Background: an optimization exercise with open tools, aiming at a short achievable clock period and few clock cycles per item. Do not read the settings as production practice.
Function was checked by simulation only, so behaviour that the tests miss may differ from the original.
Power and IR drop assume default switching activity.

## flow/run.sh

```bash
#!/bin/bash
# synth_recipe.tcl (not shown) runs the flow's synth.tcl, then flattens the netlist and writes it again
# the make line also repeats each setting of config.mk as NAME=value (left out here)
make -C /OpenROAD-flow-scripts/flow DESIGN_CONFIG=/design/flow/config.mk WORK_HOME=/design/flow/orfs CLKGATE_MAP_FILE= SYNTH_SCRIPT=/design/flow/synth_recipe.tcl finish
```

## flow/constraint.sdc

```tcl
create_clock -name core_clock -period 10.0 [get_ports {clk}]
set_input_delay 2.0000 -clock core_clock [delete_from_list [all_inputs] [get_ports {clk}]]
set_output_delay 2.0000 -clock core_clock [all_outputs]
set_load 0.01 [all_outputs]
```

## flow/design.v

```verilog
module rhu_div #(
    parameter RW = 25,       
    parameter QW = 24        
) (
    input  wire [RW-1:0]   r,
    input  wire [QW-1:0]   qn,
    input  wire [RW-1:0]   d,
    input  wire [RW+1:0]   d3,
    output wire [RW-1:0]   r_o,
    output wire [QW-1:0]   qn_o
);
    wire [RW+1:0] r4 = {r, qn[QW-1:QW-2]};
    wire [RW+2:0] t1 = {1'b0, r4} - {3'b0, d};
    wire [RW+2:0] t2 = {1'b0, r4} - {2'b0, d, 1'b0};
    wire [RW+2:0] t3 = {1'b0, r4} - {1'b0, d3};
    wire          c1 = !t1[RW+2];
    wire          c2 = !t2[RW+2];
    wire          c3 = !t3[RW+2];
    assign r_o  = c3 ? t3[RW-1:0] : c2 ? t2[RW-1:0] : c1 ? t1[RW-1:0] : r4[RW-1:0];
    assign qn_o = {qn[QW-3:0], c2, c3 | (c1 & !c2)};
endmodule
module rhu_div2 #(
    parameter RW = 25,
    parameter QW = 19
) (
    input  wire [RW-1:0]   r,
    input  wire [QW-1:0]   qn,
    input  wire [RW-1:0]   d,
    output wire [RW-1:0]   r_o,
    output wire [QW-1:0]   qn_o
);
    wire [RW:0]   r2 = {r, qn[QW-1]};
    wire [RW+1:0] t  = {1'b0, r2} - {2'b0, d};
    wire          c  = !t[RW+1];
    assign r_o  = c ? t[RW-1:0] : r2[RW-1:0];
    assign qn_o = {qn[QW-2:0], c};
endmodule
module motor_ui_core (
    input  wire        clk,
    input  wire        rst,             
    input  wire        op_valid,
    input  wire [15:0] op_word,
    output wire        op_ready,
    output reg         done,
    output reg  [15:0] result,
    output reg         refused,
    output reg  [3:0]  col_drive,
    output reg  [13:0] duty_hb,
    output reg  [13:0] duty_boost,
    output reg  [13:0] duty_buck,
    output reg         pwm_out_en,
    output reg  [31:0] rpm,
    output reg         running,
    output reg         vth,
    output reg  [16:0] sp_volt,
    output reg  [16:0] sp_speed,
    output reg  [16:0] sp_max,
    output reg  [1:0]  cur_row,
    output reg  [2:0]  cur_col,
    output reg  [19:0] dig_buf,         
    output reg         digit_entered
);
    localparam [11:0] THRESH_RAW  = 12'd1229;
    localparam [13:0] DUTY_FULL   = 14'd10000;
    localparam [16:0] BATT_CV     = 17'd900;
    localparam [16:0] CEIL_CV     = 17'd2400;
    localparam RD = 19;
    localparam [3:0] PC_START = 4'd10;    
    localparam [1:0] DV_WAIT  = 2'd2;     
    reg        in_v;
    reg [15:0] in_w;
    reg        in_spd;         
    reg        in_abv;         
    reg        ready_q;
    assign op_ready = ready_q;
    wire accept = op_valid && ready_q && !rst;
    reg [127:0] hist;          
    reg [9:0]   qslot0, qslot1;
    reg         qin, qout;
    reg         sp_state;
    reg [31:0]  elapsed;
    reg         e_sat;         
    reg [3:0]   pc_cnt;        
    reg [13:0]  pc_buck, pc_boost, pc_hb;
    reg [1:0]   dv_cnt;        
    reg         f_vlow, f_vmid, f_vhigh, f_max0;    
    wire [15:0] w   = in_w;
    wire [3:0]  opc = w[15:12];
    wire is_scan  = (opc == 4'h1) && (w[11:4] == 8'd0);
    wire is_speed = (opc == 4'h2);
    wire is_ctrl  = (opc == 4'h3) && (w[11:0] == 12'd0);
    wire is_edge  = (opc == 4'h4) && (w[11:0] == 12'd0);
    wire is_pop   = (opc == 4'h5) && (w[11:0] == 12'd0);
    wire is_key   = (opc == 4'h6) && (w[11:8] == 4'd0);
    wire is_reset = (opc == 4'h7) && (w[11:0] == 12'd0);
    wire is_legal = is_scan | is_speed | is_ctrl | is_edge | is_pop | is_key | is_reset;
    wire [7:0] code     = w[7:0];
    wire       k_digit  = (code >= 8'h30) && (code <= 8'h39);
    wire       k_up     = (code == 8'h41);
    wire       k_down   = (code == 8'h42);
    wire       k_left   = (code == 8'h43);
    wire       k_right  = (code == 8'h44);
    wire       k_commit = (code == 8'h23);
    wire       k_star   = (code == 8'h2A);
    wire stall = (is_ctrl && (pc_cnt != 4'd0)) || (is_key && k_commit && (dv_cnt != 2'd0));
    wire exec  = in_v && !stall;
    function [7:0] keymap;
        input [3:0] k;
        begin
            case (k)
                4'd0:  keymap = "1";
                4'd1:  keymap = "4";
                4'd2:  keymap = "7";
                4'd3:  keymap = "*";
                4'd4:  keymap = "2";
                4'd5:  keymap = "5";
                4'd6:  keymap = "8";
                4'd7:  keymap = "0";
                4'd8:  keymap = "3";
                4'd9:  keymap = "6";
                4'd10: keymap = "9";
                4'd11: keymap = "#";
                4'd12: keymap = "A";
                4'd13: keymap = "B";
                4'd14: keymap = "C";
                default: keymap = "D";
            endcase
        end
    endfunction
    wire [1:0] scan_col = {col_drive[3] | col_drive[2], col_drive[3] | col_drive[1]};
    reg [31:0] scan_h;
    reg [9:0]  scan_q0, scan_q1;
    reg        scan_qin;
    reg [7:0]  h_new;
    reg [3:0]  k_idx;
    integer    ri;
    always @* begin
        scan_q0  = qslot0;
        scan_q1  = qslot1;
        scan_qin = qin;
        for (ri = 0; ri < 4; ri = ri + 1) begin
            k_idx = {scan_col, ri[1:0]};
            h_new = {hist[8*k_idx +: 7], w[ri]};
            scan_h[8*ri +: 8] = h_new;
            if (h_new == 8'h01 || h_new == 8'hFE) begin
                if (scan_qin == 1'b0) begin
                    if (!scan_q0[9]) begin
                        scan_q0  = {1'b1, (h_new == 8'h01), keymap(k_idx)};
                        scan_qin = 1'b1;
                    end
                end else begin
                    if (!scan_q1[9]) begin
                        scan_q1  = {1'b1, (h_new == 8'h01), keymap(k_idx)};
                        scan_qin = 1'b0;
                    end
                end
            end
        end
    end
    wire [31:0] elapsed_inc = e_sat ? elapsed : elapsed + 32'd1;
    wire        rising   = !sp_state && in_abv;
    wire        e_big    = (elapsed >= 32'd12000000);    
    wire        e_stall  = (elapsed >= 32'd1000);        
    wire        e_table  = (elapsed < RD);
    reg [22:0] rpm_tab;
    integer    ti;
    always @* begin
        rpm_tab = 23'd0;
        for (ti = 0; ti < RD; ti = ti + 1)
            if (elapsed[4:0] == ti)
                rpm_tab = (12000000 + (ti + 1)) / (2 * (ti + 1));
    end
    reg  [24:0] rp_n0, rp_d0;
    reg  [24:0] rp_r  [1:RD];
    reg  [18:0] rp_qn [1:RD];
    reg  [24:0] rp_d  [1:RD];
    wire [24:0] rp_r_n  [1:RD];
    wire [18:0] rp_qn_n [1:RD];
    genvar g;
    generate
        for (g = 1; g <= RD; g = g + 1) begin : g_rp
            if (g == 1) begin : g_first
                rhu_div2 #(.RW(25), .QW(19)) u_step (
                    .r({19'd0, rp_n0[24:19]}), .qn(rp_n0[18:0]), .d(rp_d0),
                    .r_o(rp_r_n[g]), .qn_o(rp_qn_n[g])
                );
            end else begin : g_rest
                rhu_div2 #(.RW(25), .QW(19)) u_step (
                    .r(rp_r[g-1]), .qn(rp_qn[g-1]), .d(rp_d[g-1]),
                    .r_o(rp_r_n[g]), .qn_o(rp_qn_n[g])
                );
            end
        end
    endgenerate
    wire [31:0] rpm_rise = e_big ? 32'd0 : e_table ? {9'd0, rpm_tab} : {13'd0, rp_qn[RD]};
    reg  [16:0] dv_hi;
    reg  [9:0]  dv_lo;
    reg  [16:0] dig_val;
    always @(posedge clk) begin
        dv_hi   <= dig_buf[3:0] * 17'd10000 + dig_buf[7:4] * 17'd1000;
        dv_lo   <= dig_buf[11:8] * 10'd100 + dig_buf[15:12] * 10'd10 + {6'd0, dig_buf[19:16]};
        dig_val <= dv_hi + {7'd0, dv_lo};
    end
    wire dig_change = exec && (is_reset || (is_key && (k_digit || k_commit)));
    wire [3:0] pc_cnt_n = (exec && is_key && k_commit) ? PC_START
                        : (pc_cnt != 4'd0) ? pc_cnt - 4'd1 : 4'd0;
    wire [1:0] dv_cnt_n = dig_change ? DV_WAIT : (dv_cnt != 2'd0) ? dv_cnt - 2'd1 : 2'd0;
    wire op_ctrl   = (op_word[15:12] == 4'h3) && (op_word[11:0] == 12'd0);
    wire op_commit = (op_word == 16'h6023);
    wire in_ctrl_n   = accept ? op_ctrl   : (in_v && stall && is_ctrl);
    wire in_commit_n = accept ? op_commit : (in_v && stall && is_key && k_commit);
    always @(posedge clk) begin
        if (rst) begin
            in_v    <= 1'b0;
            ready_q <= 1'b1;
            pc_cnt  <= 4'd0;
            dv_cnt  <= DV_WAIT;
        end else begin
            if (accept) begin
                in_v   <= 1'b1;
                in_w   <= op_word;
                in_spd <= (op_word[15:12] == 4'h2);
                in_abv <= (op_word[11:0] >= THRESH_RAW);
            end else if (exec) begin
                in_v <= 1'b0;
            end
            ready_q <= !((in_ctrl_n && (pc_cnt_n != 4'd0)) || (in_commit_n && (dv_cnt_n != 2'd0)));
            pc_cnt  <= (exec && is_reset) ? 4'd0 : pc_cnt_n;
            dv_cnt  <= dv_cnt_n;
        end
    end
    wire rp_restart = exec && ((is_speed && rising) || is_reset);
    wire rp_advance = in_v && in_spd && (sp_state || !in_abv) && !e_sat;
    wire c_vlow  = (dig_val <= BATT_CV);
    wire c_vhigh = (dig_val > CEIL_CV);
    integer t;
    always @(posedge clk) begin
        if (rst || (exec && is_reset)) begin
            hist          <= 128'd0;
            col_drive     <= 4'b0001;
            qslot0        <= 10'd0;
            qslot1        <= 10'd0;
            qin           <= 1'b0;
            qout          <= 1'b0;
            sp_state      <= 1'b0;
            elapsed       <= 32'd0;
            e_sat         <= 1'b0;
            rpm           <= 32'd0;
            cur_row       <= 2'd0;
            cur_col       <= 3'd0;
            dig_buf       <= 20'd0;
            digit_entered <= 1'b0;
            sp_volt       <= 17'd0;
            sp_speed      <= 17'd0;
            sp_max        <= 17'd0;
            f_vlow        <= 1'b1;
            f_vmid        <= 1'b0;
            f_vhigh       <= 1'b0;
            f_max0        <= 1'b1;
            running       <= 1'b0;
            vth           <= 1'b0;
            duty_hb       <= 14'd0;
            duty_boost    <= 14'd0;
            duty_buck     <= 14'd0;
            pwm_out_en    <= 1'b0;
            done          <= !rst;
            result        <= 16'd0;
            refused       <= 1'b0;
        end else begin
            done <= exec;
            if (exec) begin
                result  <= 16'd0;
                refused <= !is_legal;
                if (is_scan) begin
                    hist[32*scan_col +: 32] <= scan_h;
                    qslot0    <= scan_q0;
                    qslot1    <= scan_q1;
                    qin       <= scan_qin;
                    col_drive <= {col_drive[2:0], col_drive[3]};
                end
                if (is_speed) begin
                    if (rising) begin
                        rpm      <= rpm_rise;
                        elapsed  <= 32'd0;
                        e_sat    <= 1'b0;
                        sp_state <= 1'b1;
                    end else begin
                        elapsed  <= elapsed_inc;
                        e_sat    <= e_sat || (elapsed == 32'hFFFF_FFFE);
                        sp_state <= sp_state && in_abv;
                        if (!(sp_state && in_abv) && e_stall)
                            rpm <= 32'd0;
                    end
                end
                if (is_ctrl) begin
                    vth <= f_vhigh;
                    if (running) begin
                        duty_hb    <= pc_hb;
                        duty_boost <= pc_boost;
                        duty_buck  <= pc_buck;
                        pwm_out_en <= 1'b1;
                    end else begin
                        duty_hb    <= 14'd0;
                        duty_boost <= 14'd0;
                        duty_buck  <= 14'd0;
                        pwm_out_en <= 1'b0;
                    end
                    if (digit_entered) begin
                        if (cur_col != 3'd4)
                            cur_col <= cur_col + 3'd1;
                        digit_entered <= 1'b0;
                    end
                end
                if (is_edge || (is_key && k_star)) begin
                    if (running)
                        running <= 1'b0;
                    else if (!vth)
                        running <= 1'b1;
                end
                if (is_pop) begin
                    if (qout == 1'b0) begin
                        if (qslot0[9]) begin
                            result <= {6'd0, qslot0};
                            qslot0 <= 10'd0;
                            qout   <= 1'b1;
                        end
                    end else begin
                        if (qslot1[9]) begin
                            result <= {6'd0, qslot1};
                            qslot1 <= 10'd0;
                            qout   <= 1'b0;
                        end
                    end
                end
                if (is_key) begin
                    if (k_digit) begin
                        dig_buf[4*cur_col +: 4] <= code[3:0];
                        digit_entered <= 1'b1;
                    end else if (k_up) begin
                        if (cur_row != 2'd0)
                            cur_row <= cur_row - 2'd1;
                    end else if (k_down) begin
                        if (cur_row != 2'd2)
                            cur_row <= cur_row + 2'd1;
                    end else if (k_left) begin
                        if (cur_col != 3'd0)
                            cur_col <= cur_col - 3'd1;
                    end else if (k_right) begin
                        if (cur_col != 3'd4)
                            cur_col <= cur_col + 3'd1;
                    end else if (k_commit) begin
                        case (cur_row)
                            2'd0: begin
                                sp_volt <= dig_val;
                                f_vlow  <= c_vlow;
                                f_vmid  <= !c_vlow && !c_vhigh;
                                f_vhigh <= c_vhigh;
                            end
                            2'd1: sp_speed <= dig_val;
                            default: begin
                                sp_max <= dig_val;
                                f_max0 <= (dig_val == 17'd0);
                            end
                        endcase
                        dig_buf       <= 20'd0;
                        cur_row       <= (cur_row == 2'd2) ? 2'd0 : cur_row + 2'd1;
                        cur_col       <= 3'd0;
                        digit_entered <= 1'b0;
                    end
                end
            end
        end
    end
    always @(posedge clk) begin
        if (rst || rp_restart) begin
            rp_n0 <= 25'd12000000 + RD + 1;
            rp_d0 <= 2 * (RD + 1);
        end else if (rp_advance) begin
            rp_n0 <= rp_n0 + 25'd1;
            rp_d0 <= rp_d0 + 25'd2;
        end
    end
    always @(posedge clk) begin
        if (rp_advance) begin
            rp_r[1]  <= rp_r_n[1];
            rp_qn[1] <= rp_qn_n[1];
            rp_d[1]  <= rp_d0;
            for (t = 2; t <= RD; t = t + 1) begin
                rp_r[t]  <= rp_r_n[t];
                rp_qn[t] <= rp_qn_n[t];
                rp_d[t]  <= rp_d[t-1];
            end
        end
    end
    reg  [24:0] pv_hi, pv_lo, pv_k;
    reg  [30:0] ps_hi, ps_lo;
    reg  [12:0] pa_r;
    reg  [13:0] pa_qn;
    reg  [12:0] pa_d;
    reg  [14:0] pa_d3;
    reg  [17:0] pb_r;
    reg  [13:0] pb_qn;
    reg  [17:0] pb_d;
    reg  [19:0] pb_d3;
    reg         pb_ovf;
    wire [12:0] pa_r_n;
    wire [13:0] pa_qn_n;
    wire [17:0] pb_r_n;
    wire [13:0] pb_qn_n;
    rhu_div #(.RW(13), .QW(14)) u_pa (
        .r(pa_r), .qn(pa_qn), .d(pa_d), .d3(pa_d3), .r_o(pa_r_n), .qn_o(pa_qn_n)
    );
    rhu_div #(.RW(18), .QW(14)) u_pb (
        .r(pb_r), .qn(pb_qn), .d(pb_d), .d3(pb_d3), .r_o(pb_r_n), .qn_o(pb_qn_n)
    );
    wire [24:0] v25 = {8'd0, sp_volt};
    wire [30:0] s31 = {14'd0, sp_speed};
    wire [24:0] pa_num = pv_hi + pv_lo + pv_k;
    wire [30:0] pb_num = ps_hi + ps_lo;
    always @(posedge clk) begin
        if (pc_cnt == PC_START) begin
            pv_hi <= (v25 << 14) + (v25 << 11) + (v25 << 10);
            pv_lo <= (v25 << 9) + (v25 << 5) + (f_vlow ? 25'd0 : v25);
            pv_k  <= f_vlow ? 25'd900 : -25'd18000000;
            ps_hi <= (s31 << 14) + (s31 << 11) + (s31 << 10);
            ps_lo <= (s31 << 9) + (s31 << 5) + {14'd0, sp_max};
        end
        if (pc_cnt == PC_START - 4'd1) begin
            pa_r  <= {2'd0, pa_num[24:14]};
            pa_qn <= pa_num[13:0];
            pa_d  <= f_vlow ? 13'd1800 : {sp_volt[11:0], 1'b0};
            pa_d3 <= f_vlow ? 15'd5400 : {2'd0, sp_volt[11:0], 1'b0} + {1'd0, sp_volt[11:0], 2'd0};
            pb_r  <= {1'b0, pb_num[30:14]};
            pb_qn <= pb_num[13:0];
            pb_d  <= {sp_max, 1'b0};
            pb_d3 <= {2'd0, sp_max, 1'b0} + {1'd0, sp_max, 2'd0};
        end else if (pc_cnt > 4'd1 && pc_cnt < PC_START) begin
            if (pc_cnt == PC_START - 4'd2)
                pb_ovf <= (pb_r >= pb_d);
            pa_r  <= pa_r_n;
            pa_qn <= pa_qn_n;
            pb_r  <= pb_r_n;
            pb_qn <= pb_qn_n;
        end
    end
    always @(posedge clk) begin
        if (rst || (exec && is_reset)) begin
            pc_buck  <= 14'd0;
            pc_boost <= 14'd0;
            pc_hb    <= 14'd0;
        end else if (pc_cnt == 4'd1) begin
            pc_buck  <= f_vlow ? pa_qn : f_vmid ? DUTY_FULL : 14'd0;
            pc_boost <= f_vmid ? pa_qn : 14'd0;
            pc_hb    <= (f_vhigh || f_max0) ? 14'd0 : (pb_ovf || pb_qn > DUTY_FULL) ? DUTY_FULL : pb_qn;
        end
    end
endmodule
```

## flow/config.mk

```make
export PLATFORM = sky130hd
export DESIGN_NAME = motor_ui_core
export DESIGN_NICKNAME = motor_ui_core
export VERILOG_FILES = /design/flow/design.v
export SDC_FILE = /design/flow/constraint.sdc
export NUM_CORES = 4
export LEC_CHECK = 0
export ABC_CLOCK_PERIOD_IN_PS = 2500
export CAP_MARGIN = 20
export CORE_MARGIN = 2
export CORE_UTILIZATION = 40
export SETUP_SLACK_MARGIN = 5
export SLEW_MARGIN = 20
```

==> run summary, run 1 <==
The run finished with no timing, DRC or antenna violations. The number of iterations in the first detailed-routing pass came out at 8. For this run, global-route usage on met1 was measured as 0.2234. The met2 layer usage reported by global route is 0.2917. The post-detailed-placement cell area is 110000 um2. The number of max-capacitance violations reported came out at 0.

In this design, the largest share of critical-path delay is due to compound AO/OA/AOI/OAI gates. TritonCTS built the clock tree. The core region area is 259200 um2. The starting density of the core is 0.4019. From left edge to right edge, the die measures 514.4 um.

The worst register-to-register path begins at col_drive[3]. Of all nets on the critical path, the largest fanout is 34. Yosys attributes the largest share of cell area to edfxtp_1 42%, ha_1 9.5%, dfxtp_1 9.1%. The die area is 264600 um2. The floorplan die height is 514.4 um. The number of flops mapped to enable cells by yosys is 1450. The number of buffers inserted during clock tree synthesis came out at 207. The signal on the critical path passes through buf_4 > or2_4 > inv_4 > o32a_1 > or4_4 > o21ai_2 > nand2_1 > a211oi_1 > mux2_2 > a211o_1 > a32o_1. The number of vias per cell after detailed routing is 5.331. In this run the most critical hold path is launched from dv_lo[2]. The worst setup path is captured at a flip-flop. The post-synth design cell area is 104200 um2. The average detailed-routed wire length per instance is 17.33 um.

The most used flip-flop cell after synthesis is edfxtp_1. The classification of the worst-slack hold path is flip-flop to flip-flop. The peak supply drop came out at 175.6 uV.

The commonest cells after synthesis are 1450 x edfxtp_1, 801 x nor2_1, 791 x ha_1. Of the cells placed in the final design, the portion with a size suffix greater than 1 is 0.07788. The highest achievable clock rate is 210.3 MHz. The worst register-to-register path ends at qslot1[8]. The path with the worst hold slack has its endpoint at dig_val[2]. The minimum period implied by the final worst setup slack is 4.755 ns.

The clock tree buffer depth came out at 3. For the worst flop-to-flop path, the logic depth is 11. The initial antenna violation count is 8. The count of cells along the worst hold path came out at 0. The remaining global-route overflow is 0. The final core utilization came out at 0.4520. The proportion of synthesized flip-flops having asynchronous set or reset is 0.

The count of routing violations after the opening detailed-route iteration came out at 4559. The area share of the largest cell type after synthesis came out at 0.4179. The static leakage power is 45.33 nW.

The final wirelength came out at 231200 um. For the final database, setup skew stands at 0.06424 ns. The data arrival time of the critical path is 5.52 ns. STA classifies the critical path startpoint as a flip-flop. The number of placed cells counting well taps came out at 12960. The relative slew slack is 0.2807. The wire length of the first global-routing pass came out at 373500 um. Entering global routing, the biggest net connects 190 pins. The critical path data required time came out at 10.76 ns. After detailed routing, the number of remaining DRC violations is 0.

The tree is rooted in a clkbuf_16. The worst setup path is of the flip-flop to flip-flop kind. The number of H-tree levels came out at 4. The largest total area in the synthesized netlist belongs to edfxtp_1. met2 is the most crowded layer. At the later pin of the worst-skew pair, clock insertion delay measures 0.87 ns. The total number of yosys warnings is 7. The largest single stage delay on the critical path is 0.80 ns. The distinct cell type count of the synthesized netlist came out at 105.

Setup repair after global routing left no endpoint under its margin. The placed wire-length estimate after detailed placement is 168300 um. For the final routed database, the setup TNS stands at 0 ns. The count of input and output buffers is 180. The via count of the first global-routing pass is 71350.

The clock sink count is 1926. The hold violation total from the final report was 0. With fillers left out, the area of the finished cells amounts to 117200 um2. The mean area per synthesized cell came out at 10.92 um2. The flop and latch count out of synthesis came out at 1926. Clock-pin slew was measured on the worst setup and hold paths at 0.06 ns. The number of placement rows came out at 187.

Routability-driven placement finished with a final weighted congestion of 0.8828. Setup slack on the worst reg-to-reg path comes out at 5.24 ns. The count of nets left with antenna violations after detail routing came out at 0.

The number of endpoints failing setup at the final stage is 0. The final clock period utilization by the worst path came out at 0.4755. The area added between synthesis and finish came out at 12.45%. In the post-synthesis netlist, the cell with the most instances is edfxtp_1. After the last flow step, the layout net total stands at 10670. The slowest stage of the critical path belongs to the cell a211oi_1. For this run, the number of standard cells in the final layout without fillers is 13340. Together, buffers and inverters on the worst path number 2. The count of pins on the block boundary is 196. The final route contains 71120 vias. The global-route met3 utilization came out at 0.02783. The measured slew at the worst slew-check pin is 1.079 ns. The final max-slew violation count is 0.

Counting every instance in the synthesized netlist gives 9544. In the global route stage, overall resource usage came out at 0.1721. For this run, the register share of the synthesized area comes to 0.5093. The power per standard cell area came out at 142.8 nW/um2.
registers in the layout, summed over array words and instances (netlist names), 18 cells and up:
name     cells
dig_buf     20
elapsed     32
hist       112
pb_d3       18
pb_r        18
ps_hi       21
ps_lo       27
pv_lo       25
rp_d       432
rp_d0       24
rp_n0       25
rp_qn      343
rp_r       450
rpm         23
per-layer routing:
layer  vias to the layer above  routed length, um  part of all wire
li1                      35140                  -                 -
met1                     34190             104300              0.45
met2                      1399             109200              0.47
met3                       393              10740             0.046
met4                         0               7052             0.030
met5                         -                  0                 0
kinds of logic (layout without fill, tap and decap cells):
kind of cell / count (synthesis) / count (layout) / synth area share
xor+xnor: 589 / 589 / 0.04951
other cells: 1 / 25 / 0.00003599
flops: 1926 / 1926 / 0.5093
fa+ha+maj: 889 / 889 / 0.1137
simple gates: 2553 / 2553 / 0.1144
compound gates: 2209 / 2209 / 0.1386
buf+inv: 1040 / 1412 / 0.03906
mux: 337 / 337 / 0.03543
report_power, final:
group          total [W]  leakage [nW]  internal (W)  switching [W]
logic           0.000339          25.0      0.000125       0.000214
registers        0.00855          16.9       0.00853      0.0000175
clock network    0.00785          3.43       0.00459        0.00326
total             0.0167          45.3        0.0132        0.00349
worst max-delay path by stage:
stage	from	to	slack, ns	cells after the start
floorplan	in_abv	rp_d0[5]	4.97	7
global placement	col_drive[1]	qslot0[8]	4.90	13
detailed placement	col_drive[1]	qslot0[8]	4.85	13
CTS	col_drive[1]	qslot0[8]	5.09	13
global route	col_drive[1]	qslot1[3]	5.02	13
finish	col_drive[3]	qslot1[8]	5.24	11
cell type report:
type                    instances  area, um2
diodes                          1      2.502
well taps                    3402       4257
inverters                     771       2900
fillers                     23490     142100
clock buffers                 267       5580
flip-flops and latches       1926      53070
multi-input cells            6601      47370
clock inverters               119       1518
repair buffers                255       2470
repair_timing:
action                     4_1_cts  5_1_grt
buffers inserted                 0        0
cloned                           0        0
gates resized for setup          2        3
hold buffers                     0        0
setup endpoints to repair        6       39
metrics by stage:
stage               hold slack, ns  worst slack (ns)  power, W
detailed placement          0.3144             4.847  0.009057
global route                0.3295             5.018   0.01732
CTS                         0.3263             5.087   0.01697
floorplan                   0.3096             4.966  0.008963
global placement            0.3158             4.903  0.009052
finish                      0.3258             5.245   0.01674
layout by cell type, fill, tap and decap left out, types with 170 or more instances in the layout:
master	count
a21oi_1	610
a22oi_1	170
clkbuf_16	208
clkdlybuf4s50_1	180
dfxtp_1	475
edfxtp_1	1450
ha_1	791
inv_1	766
mux2_2	255
nand2_1	679
nand3_1	238
nor2_1	798
nor3_1	178
o21ai_0	406
xnor2_1	406
xor2_1	183
Testbench counts, summed over its fixed seeds: cycles 24,326, ops 24,000.
==> inputs of run 2 (changes only) <==
==> flow/flow/run.sh (new file) <==
#!/bin/bash
# The standard layout (standard.sh: the standard flow's synthesis and ORFS flow, unchanged)
# with a tighter target for the setup repair: repair_timing works on every
# path with less than SETUP_SLACK_MARGIN ns of slack at the design's clock.
set -euo pipefail
export SETUP_SLACK_MARGIN=6.7
bash standard.sh > standard.log 2>&1
==> flow/standard.sh (new file) <==
#!/bin/bash
# synth_recipe.tcl (not shown) runs the flow's synth.tcl, then flattens the netlist and writes it again
# the make line also repeats each setting of config.mk as NAME=value (left out here)
make -C /OpenROAD-flow-scripts/flow DESIGN_CONFIG=/design/flow/config.mk WORK_HOME=/design/flow/orfs CLKGATE_MAP_FILE= SYNTH_SCRIPT=/design/flow/synth_recipe.tcl "${@:-finish}"
--- a/flow/config.mk
+++ b/flow/config.mk
@@ -9,5 +9,4 @@
 export CAP_MARGIN = 20
 export CORE_MARGIN = 2
 export CORE_UTILIZATION = 40
-export SETUP_SLACK_MARGIN = 5
 export SLEW_MARGIN = 20
removed: flow/run.sh
==> run 2 against run 1 <==
Still clean. Die area did not move. Via count rose by 6.6%. Sequential share of layout area fell by 3.8 points. Clock skew fell by 0.034 ns. Synthesized area did not move. Cell count rose by 4.7%. Fmax rose by 31%. Global-route usage rose by 1.8 points. Total power rose by 0.30%. Routed wire length rose by 15%. Critical endpoint is now dv_hi[16]. Largest power group unchanged.
==> run summary, run 2 <==
The clock tree root buffer cell is clkbuf_16. The worst setup skew after layout is 0.03064 ns (-0.03360 ns). The combinational cell fraction of total power is 0.028 (+0.008). The minimum period implied by the final worst setup slack came out at 3.630 ns (-1.125 ns). The peak supply drop came out at 195.1 uV (+11%). The filler cell count in the final layout is 22190 (-5.5%). The wire length on met1 is 109800 um (+5.2%). The number of max-capacitance violations reported is 0 (unchanged). The final max-slew violation count came out at 0 (unchanged). The placed wire-length estimate after detailed placement came out at 171100 um (+1.6%). The count of pins on the block boundary is 196 (unchanged). The hold slack is 0.3273 ns (+0.001588 ns). STA classifies the critical path endpoint as a flip-flop. The area share of the largest cell type after synthesis is 0.4179 (unchanged). The area added between synthesis and finish is 23.87%. The power per standard cell area came out at 130.1 nW/um2 (-8.9%). The distinct cell type count of the synthesized netlist came to 105 (unchanged). The path class of the tightest hold or removal check is flip-flop to flip-flop. The number of buffers inserted during clock tree synthesis is 205 (-0.97%).

The flop and latch count out of synthesis is 1926 (unchanged). The data arrival time of the critical path came out at 4.35 ns (-1.17 ns). The routability congestion estimate from global placement was 0.8640 (-2.1%). In the layout the commonest cells are 1450 x edfxtp_1, 752 x nor2_1, 739 x inv_1. The post-route DRC violation count was 0 (unchanged). Sorting the synthesized cells by how often they occur yields 1450 x edfxtp_1, 801 x nor2_1, 791 x ha_1. The final core utilization was 0.4979 (+0.04590). Setup repair after global routing could not meet its margin everywhere. The switching power is 0.003537 W (+1.4%). The met3 wirelength from detailed routing was 12550 um (+17%). TritonCTS built the clock tree. The delay of the slowest cell on the worst path came to 0.57 ns (-0.23 ns). The largest fanout of any net on the critical path is 4 (-88%). The clock sink count is 1926 (unchanged). The number of flip-flops under the largest register name came out at 450 (unchanged). The post-detailed-placement cell area came out at 110000 um2 (about the same). The worst setup path is launched from a flip-flop. More flip-flops sit in one register than any other, and that register is rp_r. The initial antenna violation count came out at 1 (-7). The final wirelength came to 266800 um (+15%). The net total in the final layout is 11290 (+5.8%).

The flow ran to the end and the layout has no timing, DRC or antenna violations. The cell-internal power is 0.01325 W (about the same). Summed over all instances, the cell type with the most area after synthesis is edfxtp_1.

The die area is 264600 um2 (unchanged). The share of total power in sequential cells is 0.508 (-0.003). The remaining global-route overflow came out at 0 (unchanged).

After synthesis, the cell types taking the most area are edfxtp_1 42%, ha_1 9.5%, dfxtp_1 9.1%. The mean area per synthesized cell is 10.92 um2 (unchanged). The starting density of the core came out at 0.4019 (unchanged).

The share of total power in the clock network came to 0.464 (-0.005). The measured slew at the worst slew-check pin came out at 1.207 ns (+0.1284 ns). The relative slew slack came out at 0.1903 (-0.09044).

The highest-delay cell along the critical path is fa_1. The switching share of power is 0.2107 (+0.002180). The static leakage power came out at 50.69 nW (+12%). The number of vias per cell after detailed routing is 5.425 (+1.8%). The post-synthesis cell count is 9544 (unchanged). The number of H-tree levels was 4 (unchanged). The hold violation total from the final report came out at 0 (unchanged). The number of placement rows is 187 (unchanged). The most frequent standard cell in the layout excluding fill and tap cells is edfxtp_1. Routed signal wires occupy layers up through met4. Walking the worst path, the cells encountered are buf_6 > ha_4 > inv_2 > fa_1 > inv_1 > ha_1 > a21o_1 > a21oi_4 > o21ai_2 > a21oi_2 > xnor2_2 > ha_1 > a21oi_2 > o21bai_4 > a21oi_4 > nor3b_2 > xnor2_1. The clock transition at the register clock pins on the worst setup and hold paths after CTS is 0.06 ns (about the same). The largest registers in the layout are rp_r: 450 flops, rp_d: 432 flops, rp_qn: 343 flops. The clock tree buffer depth came out at 3 (unchanged).

The highest achievable clock rate is 275.5 MHz (+31%). The total number of yosys warnings came out at 7 (unchanged). Among all cell types in the netlist, the one instantiated most often is edfxtp_1.

The average detailed-routed wire length per instance came out at 19.10 um (+10%). The largest net degree at the start of global routing is 98 (-48%). The worst setup path is of the flip-flop to flip-flop kind. The sequential share of the synthesized area is 0.5093 (unchanged). The proportion of synthesized flip-flops having asynchronous set or reset is 0 (unchanged).

The number of iterations in the first detailed-routing pass was 6 (-2). The number of endpoints failing setup at the final stage is 0 (unchanged). The finished layout cell area came out at 129100 um2 (+10%).

The count of nets left with antenna violations after detail routing came out at 0 (unchanged). The via count of the first global-routing pass came to 75520 (+5.8%). The post-route setup TNS came out at 0 ns (unchanged).

The count of routing violations after the opening detailed-route iteration came to 4974 (+9.1%). The floorplan die height is 514.4 um (unchanged). The number of flops mapped to enable cells by yosys is 1450 (unchanged). The fraction of layout cells with a size suffix above 1 is 0.2235 (+0.1457). The final clock period utilization by the worst path is 0.3630 (-0.1125). The clock latency reported for the late side of the worst-skew pair came out at 0.85 ns (-0.02 ns). The count of input and output buffers is 180 (unchanged). The total track usage came out at 0.1905 (+0.01842).

The most used flip-flop cell after synthesis is edfxtp_1. The total via count after detailed routing is 75790 (+6.6%). The post-synth design cell area is 104200 um2 (unchanged). The x dimension of the die came out at 514.4 um (unchanged).

The critical path data required time is 10.72 ns (-0.04 ns). The wire length of the first global-routing pass was 406600 um (+8.9%). The met2 layer wire length in the routed design came out at 132200 um (+21%). The core region area is 259200 um2 (unchanged).
## run 2: worst paths after layout
| path | startpoint | slack, ns | to | cells after the start |
|---|---|---|---|---|
| setup reg to reg | dig_buf[6] | 6.37 | dv_hi[16] | 17 |
| hold / removal | dv_lo[0] | 0.33 | dig_val[0] | 0 |
| hold reg to reg | dv_lo[0] | 0.33 | dig_val[0] | 0 |
| setup / recovery | dig_buf[6] | 6.37 | dv_hi[16] | 17 |
## run 2: critical path, delay by kind of cell, from the launching register on
kind,cells,cell delay (ns)
compound gates,7,1.18
fa+ha+maj,4,1.36
flops,1,0.37
buf+inv,3,0.21
simple gates,1,0.07
xor+xnor,2,0.31
## run 2: routing by layer
metal,up-vias,track usage
li1,36460,-
met1,36710,0.2323
met2,1989,0.3351
met3,627,0.02705
met4,0,0.08045
met5,-,0
## run 2: final cells by class
cell class                 count  area (um2)  area share
sequential                  1926       53520      0.4146
multi-input combinational   6622       52390      0.4059
timing repair buffer         857        8989     0.06964
clock buffer                 262        5517     0.04274
tap                         3402        4257     0.03298
inverter                     771        2937     0.02275
clock inverter               126        1443     0.01118
timing repair inverter         2       18.77   0.0001454
antenna                        2       5.005  0.00003877
## run 2: cells by family after synthesis
family,synth area share
simple gates,0.1144
compound gates,0.1386
flops,0.5093
buf+inv,0.03906
fa+ha+maj,0.1137
xor+xnor,0.04951
mux,0.03543
other cells,0.00003599
## run 2: what timing repair did
item / in CTS / in global routing
buffers inserted: 336 / 217
resized for setup: 1787 / 582
pin swaps: 241 / 352
cloned: 45 / 28
hold buffers: 0 / 0
endpoints found under the setup margin: 1753 / 1086
hold endpoints to repair: 0 / 0
## run 2: through the flow
step                      std cells  worst slack [ns]  total power [W]
after floorplan                9567             5.239         0.008963
after detailed placement      12950             5.230         0.009056
final                         13970             6.370          0.01679
after CTS                     13720             6.415          0.01691
after global placement        12950             5.213         0.009049
after global routing          13970             6.198          0.01731
## run 2: power groups by stage
stage | registers [W] | clock network [W] | logic, W
6_report | 0.00852 | 0.00779 | 0.000474
5_1_grt | 0.00852 | 0.00828 | 0.000508
4_1_cts | 0.00852 | 0.00797 | 0.000413
3_5_place_dp | 0.00872 | 0 | 0.000335
3_3_place_gp | 0.00872 | 0 | 0.000330
2_1_floorplan | 0.00872 | 0 | 0.000248
==> inputs of run 3 (changes only) <==
--- a/flow/design.v
+++ b/flow/design.v
@@ -71,10 +71,14 @@
     reg [15:0] in_w;
     reg        in_spd;         
     reg        in_abv;         
+    reg        is_scan, is_ctrl, is_edge, is_pop, is_key, is_reset, is_legal;
+    reg        k_digit, k_up, k_down, k_left, k_right, k_commit, k_star;
     reg        ready_q;
     assign op_ready = ready_q;
     wire accept = op_valid && ready_q && !rst;
     reg [127:0] hist;          
+    reg [1:0]   scan_col;
+    reg [3:0]   h_z, h_o;
     reg [9:0]   qslot0, qslot1;
     reg         qin, qout;
     reg         sp_state;
@@ -84,24 +88,18 @@
     reg [13:0]  pc_buck, pc_boost, pc_hb;
     reg [1:0]   dv_cnt;        
     reg         f_vlow, f_vmid, f_vhigh, f_max0;    
-    wire [15:0] w   = in_w;
-    wire [3:0]  opc = w[15:12];
-    wire is_scan  = (opc == 4'h1) && (w[11:4] == 8'd0);
-    wire is_speed = (opc == 4'h2);
-    wire is_ctrl  = (opc == 4'h3) && (w[11:0] == 12'd0);
-    wire is_edge  = (opc == 4'h4) && (w[11:0] == 12'd0);
-    wire is_pop   = (opc == 4'h5) && (w[11:0] == 12'd0);
-    wire is_key   = (opc == 4'h6) && (w[11:8] == 4'd0);
-    wire is_reset = (opc == 4'h7) && (w[11:0] == 12'd0);
-    wire is_legal = is_scan | is_speed | is_ctrl | is_edge | is_pop | is_key | is_reset;
-    wire [7:0] code     = w[7:0];
-    wire       k_digit  = (code >= 8'h30) && (code <= 8'h39);
-    wire       k_up     = (code == 8'h41);
-    wire       k_down   = (code == 8'h42);
-    wire       k_left   = (code == 8'h43);
-    wire       k_right  = (code == 8'h44);
-    wire       k_commit = (code == 8'h23);
-    wire       k_star   = (code == 8'h2A);
+    wire [15:0] w        = in_w;
+    wire        is_speed = in_spd;
+    wire [7:0]  code     = w[7:0];
+    wire [3:0] o_opc    = op_word[15:12];
+    wire       o_scan   = (o_opc == 4'h1) && (op_word[11:4] == 8'd0);
+    wire       o_speed  = (o_opc == 4'h2);
+    wire       o_ctrl   = (o_opc == 4'h3) && (op_word[11:0] == 12'd0);
+    wire       o_edge   = (o_opc == 4'h4) && (op_word[11:0] == 12'd0);
+    wire       o_pop    = (o_opc == 4'h5) && (op_word[11:0] == 12'd0);
+    wire       o_key    = (o_opc == 4'h6) && (op_word[11:8] == 4'd0);
+    wire       o_reset  = (o_opc == 4'h7) && (op_word[11:0] == 12'd0);
+    wire [7:0] o_code   = op_word[7:0];
     wire stall = (is_ctrl && (pc_cnt != 4'd0)) || (is_key && k_commit && (dv_cnt != 2'd0));
     wire exec  = in_v && !stall;
     function [7:0] keymap;
@@ -127,34 +125,37 @@
             endcase
         end
     endfunction
-    wire [1:0] scan_col = {col_drive[3] | col_drive[2], col_drive[3] | col_drive[1]};
     reg [31:0] scan_h;
     reg [9:0]  scan_q0, scan_q1;
     reg        scan_qin;
-    reg [7:0]  h_new;
     reg [3:0]  k_idx;
+    reg        ev, ev_press;
+    reg [3:0]  n_hz, n_ho;
     integer    ri;
     always @* begin
         scan_q0  = qslot0;
         scan_q1  = qslot1;
         scan_qin = qin;
         for (ri = 0; ri < 4; ri = ri + 1) begin
-            k_idx = {scan_col, ri[1:0]};
-            h_new = {hist[8*k_idx +: 7], w[ri]};
-            scan_h[8*ri +: 8] = h_new;
-            if (h_new == 8'h01 || h_new == 8'hFE) begin
+            k_idx    = {scan_col, ri[1:0]};
+            scan_h[8*ri +: 8] = {hist[8*ri +: 7], w[ri]};
+            ev_press = h_z[ri] && w[ri];
+            ev       = ev_press || (h_o[ri] && !w[ri]);
+            if (ev) begin
                 if (scan_qin == 1'b0) begin
                     if (!scan_q0[9]) begin
-                        scan_q0  = {1'b1, (h_new == 8'h01), keymap(k_idx)};
+                        scan_q0  = {1'b1, ev_press, keymap(k_idx)};
                         scan_qin = 1'b1;
                     end
                 end else begin
                     if (!scan_q1[9]) begin
-                        scan_q1  = {1'b1, (h_new == 8'h01), keymap(k_idx)};
+                        scan_q1  = {1'b1, ev_press, keymap(k_idx)};
                         scan_qin = 1'b0;
                     end
                 end
             end
+            n_hz[ri] = (hist[32 + 8*ri +: 7] == 7'h00);
+            n_ho[ri] = (hist[32 + 8*ri +: 7] == 7'h7F);
         end
     end
     wire [31:0] elapsed_inc = e_sat ? elapsed : elapsed + 32'd1;
@@ -196,19 +197,34 @@
     reg  [16:0] dv_hi;
     reg  [9:0]  dv_lo;
     reg  [16:0] dig_val;
+    reg  [16:0] t10000;
+    reg  [13:0] t1000;
+    reg  [9:0]  t100;
+    reg  [6:0]  t10;
+    integer     di;
+    always @* begin
+        t10000 = 17'd0;
+        t1000  = 14'd0;
+        t100   = 10'd0;
+        t10    = 7'd0;
+        for (di = 1; di < 10; di = di + 1) begin
+            if (dig_buf[3:0]   == di) t10000 = di * 10000;
+            if (dig_buf[7:4]   == di) t1000  = di * 1000;
+            if (dig_buf[11:8]  == di) t100   = di * 100;
+            if (dig_buf[15:12] == di) t10    = di * 10;
+        end
+    end
     always @(posedge clk) begin
-        dv_hi   <= dig_buf[3:0] * 17'd10000 + dig_buf[7:4] * 17'd1000;
-        dv_lo   <= dig_buf[11:8] * 10'd100 + dig_buf[15:12] * 10'd10 + {6'd0, dig_buf[19:16]};
+        dv_hi   <= t10000 + {3'd0, t1000};
+        dv_lo   <= t100 + {3'd0, t10} + {6'd0, dig_buf[19:16]};
         dig_val <= dv_hi + {7'd0, dv_lo};
     end
     wire dig_change = exec && (is_reset || (is_key && (k_digit || k_commit)));
     wire [3:0] pc_cnt_n = (exec && is_key && k_commit) ? PC_START
                         : (pc_cnt != 4'd0) ? pc_cnt - 4'd1 : 4'd0;
     wire [1:0] dv_cnt_n = dig_change ? DV_WAIT : (dv_cnt != 2'd0) ? dv_cnt - 2'd1 : 2'd0;
-    wire op_ctrl   = (op_word[15:12] == 4'h3) && (op_word[11:0] == 12'd0);
-    wire op_commit = (op_word == 16'h6023);
-    wire in_ctrl_n   = accept ? op_ctrl   : (in_v && stall && is_ctrl);
-    wire in_commit_n = accept ? op_commit : (in_v && stall && is_key && k_commit);
+    wire in_ctrl_n   = accept ? o_ctrl : (in_v && stall && is_ctrl);
+    wire in_commit_n = accept ? (o_key && (o_code == 8'h23)) : (in_v && stall && is_key && k_commit);
     always @(posedge clk) begin
         if (rst) begin
             in_v    <= 1'b0;
@@ -219,8 +235,22 @@
             if (accept) begin
                 in_v   <= 1'b1;
                 in_w   <= op_word;
-                in_spd <= (op_word[15:12] == 4'h2);
-                in_abv <= (op_word[11:0] >= THRESH_RAW);
+                in_spd   <= o_speed;
+                in_abv   <= (op_word[11:0] >= THRESH_RAW);
+                is_scan  <= o_scan;
+                is_ctrl  <= o_ctrl;
+                is_edge  <= o_edge;
+                is_pop   <= o_pop;
+                is_key   <= o_key;
+                is_reset <= o_reset;
+                is_legal <= o_scan | o_speed | o_ctrl | o_edge | o_pop | o_key | o_reset;
+                k_digit  <= (o_code >= 8'h30) && (o_code <= 8'h39);
+                k_up     <= (o_code == 8'h41);
+                k_down   <= (o_code == 8'h42);
+                k_left   <= (o_code == 8'h43);
+                k_right  <= (o_code == 8'h44);
+                k_commit <= (o_code == 8'h23);
+                k_star   <= (o_code == 8'h2A);
             end else if (exec) begin
                 in_v <= 1'b0;
             end
@@ -237,6 +267,9 @@
     always @(posedge clk) begin
         if (rst || (exec && is_reset)) begin
             hist          <= 128'd0;
+            h_z           <= 4'b1111;
+            h_o           <= 4'b0000;
+            scan_col      <= 2'd0;
             col_drive     <= 4'b0001;
             qslot0        <= 10'd0;
             qslot1        <= 10'd0;
@@ -272,7 +305,10 @@
                 result  <= 16'd0;
                 refused <= !is_legal;
                 if (is_scan) begin
-                    hist[32*scan_col +: 32] <= scan_h;
+                    hist      <= {scan_h, hist[127:32]};
+                    h_z       <= n_hz;
+                    h_o       <= n_ho;
+                    scan_col  <= scan_col + 2'd1;
                     qslot0    <= scan_q0;
                     qslot1    <= scan_q1;
                     qin       <= scan_qin;
@@ -420,8 +456,8 @@
     always @(posedge clk) begin
         if (pc_cnt == PC_START) begin
             pv_hi <= (v25 << 14) + (v25 << 11) + (v25 << 10);
-            pv_lo <= (v25 << 9) + (v25 << 5) + (f_vlow ? 25'd0 : v25);
-            pv_k  <= f_vlow ? 25'd900 : -25'd18000000;
+            pv_lo <= (v25 << 9) + (v25 << 5);
+            pv_k  <= f_vlow ? 25'd900 : v25 - 25'd18000000;
             ps_hi <= (s31 << 14) + (s31 << 11) + (s31 << 10);
             ps_lo <= (s31 << 9) + (s31 << 5) + {14'd0, sp_max};
         end
--- a/flow/flow/run.sh
+++ b/flow/flow/run.sh
@@ -3,5 +3,5 @@
 # with a tighter target for the setup repair: repair_timing works on every
 # path with less than SETUP_SLACK_MARGIN ns of slack at the design's clock.
 set -euo pipefail
-export SETUP_SLACK_MARGIN=6.7
+export SETUP_SLACK_MARGIN=7.0
 bash standard.sh > standard.log 2>&1
==> run 3 against run 2 <==
Global-route usage increased by 0.88 points. Synthesized cell count increased by 0.52%. Clock skew is 0.049 ns higher. Setup slack lost 0.080 ns. Sequential power up 3.4%. Final area rose by 1.9%. Largest power group unchanged.
==> run summary, run 3 <==
From synthesis to final layout, the design area changed by 28.40%. The via count of the first global-routing pass was 75290 (-0.30%). In this run the critical register-to-register path is launched from pv_lo[6]. For hold timing, the worst endpoint is dig_val[1]. The minimum period implied by the final worst setup slack was 3.710 ns (+0.07995 ns). Summed over all instances, the cell type with the most area after synthesis is edfxtp_1. The worst reg-to-reg path cell count is 14 (-3).

The post-route setup TNS came out at 0 ns (unchanged). The remaining global-route overflow came out at 0 (unchanged). The initial antenna violation count came out at 1 (unchanged).

The distinct cell type count of the synthesized netlist is 107 (+1.9%). The clock tree buffer depth was 3 (unchanged). The clock latency reported for the late side of the worst-skew pair came out at 0.89 ns (+0.04 ns). The floorplan die height is 510.1 um (-0.84%). The x dimension of the die was 510.1 um (-0.84%). The number of vias per cell after detailed routing was 5.391 (-0.63%). The starting density of the core is 0.4027 (+0.0007326). The worst hold path belongs to the class flip-flop to flip-flop. The relative slew slack came out at 0.3293 (+0.1390). The startpoint of the most critical hold path is dv_lo[1]. The worst setup path is launched from a flip-flop. TritonCTS built the clock tree. In the final layout, the registers with the most flip-flops are rp_r: 450 flops, rp_d: 432 flops, rp_qn: 343 flops. The data arrival time of the critical path was 4.30 ns (-0.05 ns). In the layout the commonest cells are 1463 x edfxtp_1, 931 x nand2_1, 692 x inv_1. The flop and latch count out of synthesis is 1945 (+0.99%). The total number of yosys warnings is 7 (unchanged). The final core utilization is 0.5171 (+0.01917).

The largest fanout of any net on the critical path is 3 (-1). The most frequent cell after synthesis is edfxtp_1. The post-route DRC violation count came to 0 (unchanged). The static leakage power is 51.46 nW (+1.5%).

The final clock period utilization by the worst path came out at 0.3710 (+0.007995). The total via count after detailed routing is 76170 (+0.51%). The number of placement rows came to 185 (-1.1%). The mean area per synthesized cell came out at 10.68 um2 (-2.2%). The pre-CTS worst setup slack is 5.315 ns (+0.08456 ns). The worst setup skew after layout was 0.07941 ns (+0.04878 ns). The number of H-tree levels is 4 (unchanged). The measured slew at the worst slew-check pin is 1.002 ns (-0.2049 ns). The proportion of synthesized flip-flops having asynchronous set or reset came out at 0 (unchanged). The largest net degree at the start of global routing came to 177 (+81%). The hold violation total from the final report is 0 (unchanged). The total design power came out at 0.01842 W (+9.7%). In this run the critical register-to-register path is captured at pa_r[10]. The count of cells along the worst hold path is 0 (unchanged). The number of iterations in the first detailed-routing pass is 8 (+2).

The final max-slew violation count was 0 (unchanged). The count of input and output buffers is 180 (unchanged). The largest register by flop count is rp_r. The count of routing violations after the opening detailed-route iteration was 5130 (+3.1%). Sorting the synthesized cells by area gives the leading types as edfxtp_1 43%, dfxtp_1 9.4%, ha_1 9.1%.

The net total in the final layout came out at 11420 (+1.1%). The power per standard cell area was 140.0 nW/um2 (+7.7%). The type of the setup path with the least slack is flip-flop to flip-flop.

The flow ran to the end and the layout has no timing, DRC or antenna violations. The number of endpoints failing setup at the final stage came out at 0 (unchanged). Setup repair after global routing could not meet its margin everywhere.

The highest achievable clock rate came out at 269.6 MHz (-2.2%). The routability congestion estimate from global placement is 0.8858 (+2.5%). The area share of the largest cell type after synthesis came to 0.4289 (+0.01101).

The clock sink count came out at 1945 (+0.99%). The placed wire-length estimate after detailed placement came out at 167600 um (-2.1%). The number of max-capacitance violations reported came out at 0 (unchanged).

The count of nets left with antenna violations after detail routing came out at 0 (unchanged). The core region area was 254400 um2 (-1.9%). The clock tree root buffer cell is clkbuf_16. The peak supply drop came out at 140.6 uV (-28%). The number of flip-flops under the largest register name is 450 (unchanged). The fraction of layout cells with a size suffix above 1 is 0.2516 (+0.02801). The average detailed-routed wire length per instance came out at 19.44 um (+1.8%).

STA classifies the critical path endpoint as a flip-flop. The die area came out at 260200 um2 (-1.7%). The number of buffers inserted during clock tree synthesis came out at 215 (+4.9%). The sequential share of the synthesized area is 0.5231 (+0.01376).

The wire length of the first global-routing pass is 414700 um (+2.0%). The final wirelength came out at 274700 um (+3.0%). The setup slack of the most critical reg-to-reg path is 6.29 ns (-0.08 ns). Leaving out fill and tap cells, the most frequent cell in the layout is edfxtp_1. The critical path data required time came out at 10.59 ns (-0.13 ns). The post-synthesis cell count came out at 9594 (+0.52%). The most used flip-flop cell after synthesis is edfxtp_1. The clock transition at the register clock pins on the worst setup and hold paths after CTS came to 0.06 ns (about the same). The smallest setup slack after layout is 6.290 ns (-0.07995 ns).

The count of pins on the block boundary came out at 196 (unchanged). The total track usage came out at 0.1993 (+0.008801). The number of flops mapped to enable cells by yosys was 1463 (+0.90%). The post-synth design cell area is 102400 um2 (-1.7%). By count the netlist is led by 1463 x edfxtp_1, 1064 x nand2_1, 799 x a21oi_1.
==> run 3: cell type report <==
| class | instances | area, um2 |
|---|---|---|
| Multi-Input combinational cell | 6676 | 51950 |
| Sequential cell | 1945 | 54050 |
| Clock buffer | 276 | 5908 |
| Inverter | 730 | 2758 |
| Clock inverter | 128 | 1339 |
| Fill cell | 21350 | 122900 |
| Timing Repair inverter | 1 | 5.005 |
| Tap cell | 3366 | 4212 |
| Antenna cell | 3 | 7.507 |
| Timing Repair Buffer | 1005 | 11310 |
==> run 3: worst max-delay path, cell delays in order, from the launching register on <==
cell and delay, ns:
edfxtp_1 0.42, ha_4 0.26, ha_2 0.19, fa_2 0.34
a21o_1 0.17, a21o_1 0.21, a2111oi_4 0.45, o31ai_4 0.11
o41ai_2 0.21, buf_4 0.19, o21ai_4 0.07, or4_1 0.43
a31oi_2 0.16, xnor2_1 0.13, o21ai_1 0.07
==> run 3: per-stage QoR <==
step	hold WS (ns)	std cells	instance area [um2]
finish	0.3281	14130	131500
floorplan	0.3096	9617	102600
CTS	0.3276	13880	125800
global placement	0.3177	12940	108000
detailed placement	0.3128	12940	108000
global route	0.3369	14130	131500
==> run 3: metal layers <==
layer,vias to the layer above,track usage,wire length (um)
met5,-,0,0
met4,0,0.09582,15080
met3,715,0.02416,10400
met2,1885,0.3524,138100
met1,36910,0.2398,111200
li1,36660,-,-
==> run 3: logic make-up (layout without fill, tap and decap cells) <==
| kind of cell | Yosys count | in the layout | share of synthesized area |
|---|---|---|---|
| xor gates and xnor gates | 562 | 562 | 0.04805 |
| buffers and inverters | 1011 | 2140 | 0.03832 |
| AOI/OAI and AO/OA | 2377 | 2392 | 0.1451 |
| DFF | 1945 | 1945 | 0.5231 |
| and+or+nand+nor | 2692 | 2692 | 0.1193 |
| muxes | 181 | 181 | 0.01931 |
| adders and majority gates | 825 | 825 | 0.1068 |
| other | 1 | 27 | 0.00003661 |
==> run 3: repair_timing <==
item                        CTS  global route
gates resized for setup    2218           868
gates cloned                 76            22
hold buffers                  0             0
hold endpoints to repair      0             0
setup endpoints to repair  1979           844
buffers inserted            461           227
pin swaps                   371           461
==> run 3: power by group <==
part           leakage [nW]  internal, W  switching, W
Sequential             17.3      0.00873     0.0000836
Clock                  3.53      0.00464       0.00334
Combinational          30.6     0.000743      0.000888
Total                  51.5       0.0141       0.00431
==> run 3: how the worst max path moves through the flow <==
stage	startpoint	end	slack, ns
after global placement	rst	qslot1[6]	5.33
final	pv_lo[6]	pa_r[10]	6.29
after global routing	pv_lo[6]	pa_r[10]	6.16
after CTS	pv_k[6]	pa_r[10]	6.22
after detailed placement	rst	qslot1[6]	5.31
after floorplan	in_abv	rp_d0[5]	5.36
Testbench counts of run 3, summed over its fixed seeds: cycles 24,326, ops 24,000.
==> inputs of run 4 (changes only) <==
--- a/flow/config.mk
+++ b/flow/config.mk
@@ -8,5 +8,8 @@
 export ABC_CLOCK_PERIOD_IN_PS = 2500
 export CAP_MARGIN = 20
 export CORE_MARGIN = 2
-export CORE_UTILIZATION = 40
+export CORE_UTILIZATION = 60
+export CTS_CLUSTER_DIAMETER = 80
+export CTS_CLUSTER_SIZE = 30
+export PLACE_DENSITY = 0.7
 export SLEW_MARGIN = 20
==> run 4 against run 3 <==
Synthesized area is the same. Non-clock buffer count up 14. Die area shrank 33%. Largest power group unchanged.
==> run summary, run 4 <==
Leaving out fill and tap cells, the most frequent cell in the layout is edfxtp_1. The distinct cell type count of the synthesized netlist was 107 (unchanged). The post-cts hold buffer count was 0 (unchanged). The parity-gate share of the synthesized area counting xor and xnor cells is 0.04805 (unchanged). The remaining global-route overflow came out at 0 (unchanged). The relative slew slack came out at 0.2344 (-0.09488). The filler cell count in the final layout came out at 10810 (-49%).

The number of placed cells counting well taps is 11790 (-8.8%). The data arrival time of the critical path is 4.27 ns (-0.03 ns). The total track usage came out at 0.2732 (+0.07391). The number of placement rows came out at 151 (-18%).

The wire length of the first global-routing pass came out at 384600 um (-7.3%). In this run the worst hold path is classified as flip-flop to flip-flop. After synthesis, the largest family of logic cells by area is compound AO/OA/AOI/OAI gates. The minimum period implied by the final worst setup slack is 3.783 ns (+0.07320 ns). The flop and latch count out of synthesis came to 1945 (unchanged).

CTS placed an instance of clkbuf_16 at the clock tree root. The largest area contributor in the synthesized netlist is edfxtp_1. The final core utilization came out at 0.7452 (+0.2281). The number of flops mapped to enable cells by yosys came out at 1463 (unchanged). The number of flip-flops under the largest register name is 450 (unchanged).

The critical path goes through ha_4 > ha_4 > fa_2 > a21o_1 > a21o_1 > a2111oi_4 > o31ai_2 > o41ai_2 > buf_4 > o21ai_2 > or4_4 > a31oi_4 > xnor2_2 > o21ai_1. The flow ran to the end and the layout has no timing, DRC or antenna violations. The sequential share of the synthesized area came to 0.5231 (unchanged).

The number of standard cells in the layout, taps in and fillers out came out at 12790 (-9.5%). The highest achievable clock rate is 264.3 MHz (-1.9%). The mean area per synthesized cell is 10.68 um2 (unchanged). The post-synthesis cell count came out at 9594 (unchanged).

The starting density of the core is 0.6044 (+0.2018). The measured slew at the worst slew-check pin was 1.144 ns (+0.1418 ns). The sum of buffers and inverters on the critical path came out at 1 (unchanged). The total design power came out at 0.01564 W (-15%). In the synthesized netlist the dominant register cell turns out to be edfxtp_1. STA classifies the critical path endpoint as a flip-flop. The count of nets left with antenna violations after detail routing came to 0 (unchanged).

rp_r holds more flip-flops than any other register. The proportion of synthesized area in mux cells was 0.01931 (unchanged). The worst setup skew after layout is 0.03632 ns (-0.04309 ns). The die area came out at 174000 um2 (-33%). TritonCTS built the clock tree. The proportion of synthesized flip-flops having asynchronous set or reset was 0 (unchanged).

The adder and majority gate portion of the synthesized area is 0.1068 (unchanged). The x dimension of the die is 417.2 um (-18%). The total via count after detailed routing is 76350 (+0.23%). The placed wire-length estimate after detailed placement is 153200 um (-8.6%). The clock sink count was 1945 (unchanged). The largest fanout of any net on the critical path came to 3 (unchanged). The floorplan die height came to 417.2 um (-18%). The type of the setup path with the least slack is flip-flop to flip-flop.

The simple-gate portion of the synthesized area came out at 0.1193 (unchanged). By count the netlist is led by 1463 x edfxtp_1, 1064 x nand2_1, 799 x a21oi_1. The fraction of layout cells with a size suffix above 1 came out at 0.2386 (-0.01297).

The clock tree buffer depth came to 3 (unchanged). The core region area came to 169500 um2 (-33%). The average detailed-routed wire length per instance came to 20.19 um (+3.9%). The number of endpoints failing setup at the final stage came out at 0 (unchanged). The area added between synthesis and finish is 23.28%. The final clock period utilization by the worst path came out at 0.3783 (+0.007320).

The number of vias per cell after detailed routing came out at 5.968 (+11%). Ranked by total cell area, the synthesized netlist is headed by edfxtp_1 43%, dfxtp_1 9.4%, ha_1 9.1%. The delay of the slowest cell on the worst path came out at 0.51 ns (+0.06 ns). The critical path data required time is 10.48 ns (-0.11 ns). The largest net degree at the start of global routing came out at 100 (-44%). The number of iterations in the first detailed-routing pass is 13 (+5).

In this design, the largest share of critical-path delay is due to compound AO/OA/AOI/OAI gates. The clock latency reported for the late side of the worst-skew pair came out at 0.78 ns (-0.11 ns). The count of input and output buffers was 180 (unchanged). In the final layout, the registers with the most flip-flops are rp_r: 450 flops, rp_d: 432 flops, rp_qn: 343 flops.

The post-route DRC violation count came out at 0 (unchanged). The number of buffers inserted during clock tree synthesis is 107 (-50%). The static leakage power is 49.75 nW (-3.3%).

The final wirelength is 258300 um (-6.0%). STA classifies the critical path startpoint as a flip-flop. In the post-synthesis netlist, the cell with the most instances is edfxtp_1. Among all stages on the critical path, the largest delay is contributed by or4_4. The post-synth design cell area came out at 102400 um2 (unchanged). The number of H-tree levels is 3 (-1). The initial antenna violation count is 5 (+4). The clock transition at the register clock pins on the worst setup and hold paths after CTS came out at 0.11 ns (+0.05 ns). The post-route setup TNS is 0 ns (unchanged). Leaving out fill and tap cells, the most frequent cells in the layout are 1463 x edfxtp_1, 924 x nand2_1, 700 x a21oi_1. The via count of the first global-routing pass came to 73580 (-2.3%). The count of routing violations after the opening detailed-route iteration came out at 5134 (+0.078%).

The area share of the largest cell type after synthesis is 0.4289 (unchanged). The hold violation total from the final report came to 0 (unchanged). The number of max-capacitance violations reported is 0 (unchanged). The peak supply drop came to 138.2 uV (-1.7%). The final max-slew violation count is 0 (unchanged). The routability congestion estimate from global placement came to 0.9028 (+1.9%). The total number of yosys warnings is 7 (unchanged). Setup repair after global routing could not meet its margin everywhere. The synthesized-area fraction occupied by ao, oa, aoi and oai cells is 0.1451 (unchanged).

The antenna diode count came to 0 (-3). The net total in the final layout is 11330 (-0.78%). The power per standard cell area is 123.8 nW/um2 (-12%).

The count of pins on the block boundary is 196 (unchanged).
-- run 4: final cells by class --
type                            count  area [um2]  share of cell area
Clock inverter                     83        1152            0.009125
Timing Repair Buffer             1019       10970             0.08686
Tap cell                         2218        2775             0.02198
Timing Repair inverter              1       5.005          0.00003963
Clock buffer                      116        2764             0.02189
Multi-Input combinational cell   6681       51900              0.4110
Sequential cell                  1945       53960              0.4273
Inverter                          730        2763             0.02188
-- run 4: what timing repair did --
item                       4_1_cts  5_1_grt
setup endpoints to repair     1795      998
gates resized for setup       2091      934
pin swaps                      365      472
buffers inserted               452      249
gates cloned                    68       29
-- run 4: kinds of logic after synthesis --
logic type	count (synthesis)
XOR/XNOR	562
adder cells (fa/ha/maj)	825
other	1
AO/OA/AOI/OAI	2377
flip-flops	1945
buffers and inverters	1011
multiplexers	181
AND/OR/NAND/NOR	2692
-- run 4: worst register-to-register path, cell delays in order (launching register included) --
cell and delay, ns:
edfxtp_1 0.44, ha_4 0.27, ha_4 0.16, fa_2 0.34
a21o_1 0.17, a21o_1 0.20, a2111oi_4 0.40, o31ai_2 0.15
o41ai_2 0.23, buf_4 0.18, o21ai_2 0.08, or4_4 0.51
a31oi_4 0.20, xnor2_2 0.13, o21ai_1 0.07
-- run 4: through the flow --
| stage | setup slack (ns) | instance area, um2 | hold slack (ns) |
|---|---|---|---|
| after floorplan | 5.355 | 102600 | 0.3096 |
| after global placement | 5.346 | 106600 | 0.3178 |
| after detailed placement | 5.284 | 106600 | 0.3242 |
| after CTS | 6.291 | 120200 | 0.3496 |
| after global routing | 6.117 | 126300 | 0.3582 |
| final | 6.217 | 126300 | 0.3511 |
-- run 4: worst paths after layout --
kind | slack, ns | depth (start not counted) | endpoint | startpoint
setup / recovery | 6.22 | 14 | pa_r[10] | pv_lo[6]
hold reg to reg | 0.35 | 0 | dig_val[1] | dv_lo[1]
hold / removal | 0.35 | 0 | dig_val[1] | dv_lo[1]
setup reg to reg | 6.22 | 14 | pa_r[10] | pv_lo[6]
-- run 4: layer usage --
layer,part of all wire,wire [um],vias up,global-route usage
met5,0.000050,13,-,0
met4,0.061,15850,2,0.1413
met3,0.041,10590,791,0.02831
met2,0.51,131100,2184,0.4859
met1,0.39,100800,36970,0.3278
li1,-,-,36400,-
-- run 4: power breakdown --
part	internal (W)	leakage, nW	switching (W)	total, W
clock network	0.00231	1.90	0.00298	0.00529
registers	0.00872	17.3	0.0000788	0.00880
logic	0.000694	30.5	0.000852	0.00155

[re-timing with driven ports]
In the flow no input, the clock included, has a driving cell. The finished layouts below were timed again as built, in two steps.
Step 1, drivers: a clkbuf_16 drives clk and a buf_2 each remaining input, both assumed.
Step 2 adds t to the input delays and takes it off the output delays; t is the mean of the earliest and latest rising clock arrival at the registers after step 1. Input paths then give back, and output paths get back, about the clock's delay inside the block.
a / b / c = ideal ports / drivers / drivers and shift; a / b = the first two.
| run | t, ns | slack for setup (ns) | worst data-port slew with drivers (ns) | cell pins on the clock port's net |
|---|---|---|---|---|
| run 1 | 0.924 | 5.245 / 5.245 / 5.245 | 0.04 | 1 |
| run 2 | 0.922 | 6.370 / 6.370 / 6.034 | 0.04 | 1 |
| run 3 | 0.933 | 6.290 / 6.290 / 6.156 | 0.04 | 1 |
| run 4 | 0.837 | 6.217 / 6.217 / 6.217 | 0.05 | 1 |
After both steps every run listed still meets setup and hold. The setup slack of run 2, which loses most, moves by 0.000 ns with the drivers and by -0.336 ns with both steps.
